This design comes from an exercise in tuning for small area, a short achievable clock period and few clock cycles on the open sky130 flow, not from production work.
RTL that was checked went through simulation tests only; none was proved equivalent to the original.

lane 3:
// npk_pass
module npk_pass (
    input  wire        clk,
    input  wire        rst,
    input  wire        start,
    input  wire [6:0]  start_len,
    input  wire [7:0]  start_vol,
    input  wire        start_dither,
    output wire        ready,
    input  wire        in_valid,
    input  wire [15:0] in_data,
    output wire        in_ready,
    input  wire [15:0] draw_data,
    output wire        draw_ack,
    output wire        out_valid,
    output wire [15:0] out_data,
    output wire        done,
    output wire [6:0]  done_len
);
    localparam ST_IDLE = 2'd0;
    localparam ST_LOAD = 2'd1;
    localparam ST_WAIT = 2'd2;
    localparam ST_PASS = 2'd3;
    localparam NDS = 4;                  
    localparam DSTEP = 16 / NDS;         
    localparam J = 3 + NDS;              
    reg        ready_r;
    reg        in_ready_r;
    reg        draw_ack_r;
    reg        out_valid_r;
    reg        done_r;
    reg [15:0] out_r;
    reg [6:0]  nn_r;                     
    assign ready     = ready_r;
    assign in_ready  = in_ready_r;
    assign draw_ack  = draw_ack_r;
    assign out_valid = out_valid_r;
  ...
For scale: ~8800 cells after synthesis, roughly 1800 flip-flops, roughly 80 I/O pins.
export LEC_CHECK = 0
export CAP_MARGIN = 20
export CORE_MARGIN = 2
export CORE_UTILIZATION = 40
export SLEW_MARGIN = 20
export SYNTH_MEMORY_MAX_BITS = 16384
create_clock -name core_clock -period 20.0 [get_ports {clk}]
run.sh (not shown) runs the stock make flow with config.mk's settings and CLKGATE_MAP_FILE= SYNTH_SCRIPT=/design/flow/synth_recipe.tcl, a recipe that flattens the netlist after the stock synthesis.
No stage failed in lane 3, and the final checks on the layout all came back clean.
Testbench counts of lane 3, summed over its fixed seeds: cycles 8,998.
Here is what was changed in the inputs of lane 4 compared with lane 3.
--- a/flow/design.v
+++ b/flow/design.v
@@ -466,16 +466,15 @@
                 if (!found || kmin < head) head <= kmin;
                 if (!found || kmax > tail) tail <= kmax;
             end
             if (scnt != 4'd8) scnt <= scnt + 4'd1;
         end
     end
     wire scan_done = tfinal && (scnt == 4'd8) && idone2;
-    reg  [2:0]  tsel;                    
-    wire [15:0] pv  = ring[16*(63 - 8*tsel) +: 16];
+    wire [15:0] pv  = ring[1023:1008];
     wire        psg = pv[15];
     wire [14:0] pm  = pv[14:0];
     wire [31:0] g32 = gq[31:0];
     reg  [35:0] sa, sb;
     integer     mi;
     always @(*) begin
         sa = psg ? {4'd0, g32} : 36'd0;
@@ -564,21 +563,20 @@
             dr    <= draw_data;
             dprev <= dr;
         end
         nz <= dith_r ? ddr[16:4] : 13'd0;
         d0 <= wcl;
         d1 <= d0;
         d2 <= d1;
-        out_r <= (pc == J + 33 && nn_r > 7'd32) ? bavg[16:1] : d2;
+        out_r <= (pc == 7'd36 && nn_r > 7'd32) ? bavg[16:1] : d2;
     end
+    wire [5:0] idx_t  = ph + 6'd5 - J[5:0];      
     wire [5:0] base_w = found ? head : 6'd0;
     wire [6:0] nn_w   = found ? ({1'b0, tail} - {1'b0, head} + 7'd1) : len_r;
-    wire [5:0] tvv    = ph + 6'd2 - base_w;
-    wire       trig   = (state == ST_WAIT) && scan_done && (tvv[2:0] == 3'd0);
-    wire [6:0] pcn    = pc + 7'd1;
+    wire       trig   = (state == ST_WAIT) && scan_done && (idx_t == base_w);
     wire       pdone  = (state == ST_PASS) && done_r;
     wire       lt0   = kt < len_r;
     wire       lt1   = (kt + 7'd1) < len_r;
     wire       cond0 = lt0 && (kt == 7'd0 || (ph + 6'd1) == (kt[5:0] - 6'd2));
     wire [6:0] kt_nx = kt + {6'd0, take};
     always @(posedge clk) begin
         if (rst) begin
@@ -633,23 +631,23 @@
                             in_ready_r <= 1'b0;
                         end
                     end
                     ST_WAIT: begin
                         if (trig) begin
                             state      <= ST_PASS;
                             pc         <= 7'd0;
-                            tsel       <= 3'd0 - tvv[5:3];
                             nn_r       <= nn_w;
+                            draw_ack_r <= dith_r;
                         end
                     end
                     ST_PASS: begin
                         pc          <= pc + 7'd1;
-                        draw_ack_r  <= dith_r && (pcn >= J - 3) && (pcn <= nn_r + J - 3);
-                        out_valid_r <= (pcn >= J + 4) && (pcn <= nn_r + J + 3);
-                        done_r      <= (pcn == nn_r + J + 3);
+                        draw_ack_r  <= dith_r && (pc < nn_r);
+                        out_valid_r <= (pc >= 7'd6) && (pc < nn_r + 7'd6);
+                        done_r      <= (pc == nn_r + 7'd5);
                         if (pdone) begin
                             state       <= ST_IDLE;
                             ready_r     <= 1'b1;
                             draw_ack_r  <= 1'b0;
                             out_valid_r <= 1'b0;
                             done_r      <= 1'b0;
                         end
### Flow results
Looking at lane 3 and lane 4, the post-synthesis to final-layout area growth is a wash.
Row tap cell count: lane 4 lower / lane 3 higher
From lane 3 to lane 4, level count of the clock H-tree did not move at all.
Final instance area: lane 4 < lane 3
Lane 4 against lane 3: maximum achievable frequency rose about 8%, period utilization fell 4.3 points, global-route usage fell 0.45 points.
Between lane 4 and lane 3, the clock-buffer cell count does not differ in any meaningful way.
As far as post-route DRC violation count goes, lane 4 and lane 3 are indistinguishable; the numbers are identical.
Looking at lane 3 and lane 4, the core utilization is a wash.
Diff lane 3 -> lane 4 | synthesized area | decrease of about 1.3%
For lane 4, only the layout was checked, not whether the RTL still works.

what the ideal ports hide:
How much do the figures lean on ideal ports? The routed layouts below were timed once more, with nothing changed but the port constraints.
Step 1 (the two cells are an assumption about what drives the block):
set clk [get_ports {clk}]
set_driving_cell -lib_cell sky130_fd_sc_hd__clkbuf_16 $clk
set_driving_cell -lib_cell sky130_fd_sc_hd__buf_2 [delete_from_list [all_inputs] $clk]
Step 2 adds t to the input delays and takes it off the output delays; t is the mean of the earliest and latest rising clock arrival at the registers after step 1. Input paths then give back, and output paths get back, about the clock's delay inside the block.
Three values: ideal, step 1, step 2; two values: the first two.
| run | shift t [ns] | setup slack, ns | clock arrival spread, ns | slew at the worst register clock pin (ns) | worst slew at a driven data input, ns |
|---|---|---|---|---|---|
| lane 3 | 0.885 | 7.962 / 7.962 / 7.962 | 0.106 / 0.105 | 0.07 / 0.07 | 0.09 |
| lane 4 | 0.887 | 8.813 / 8.813 / 8.813 | 0.099 / 0.099 | 0.07 / 0.07 | 0.05 |
After both steps setup and hold are still met in every run listed.
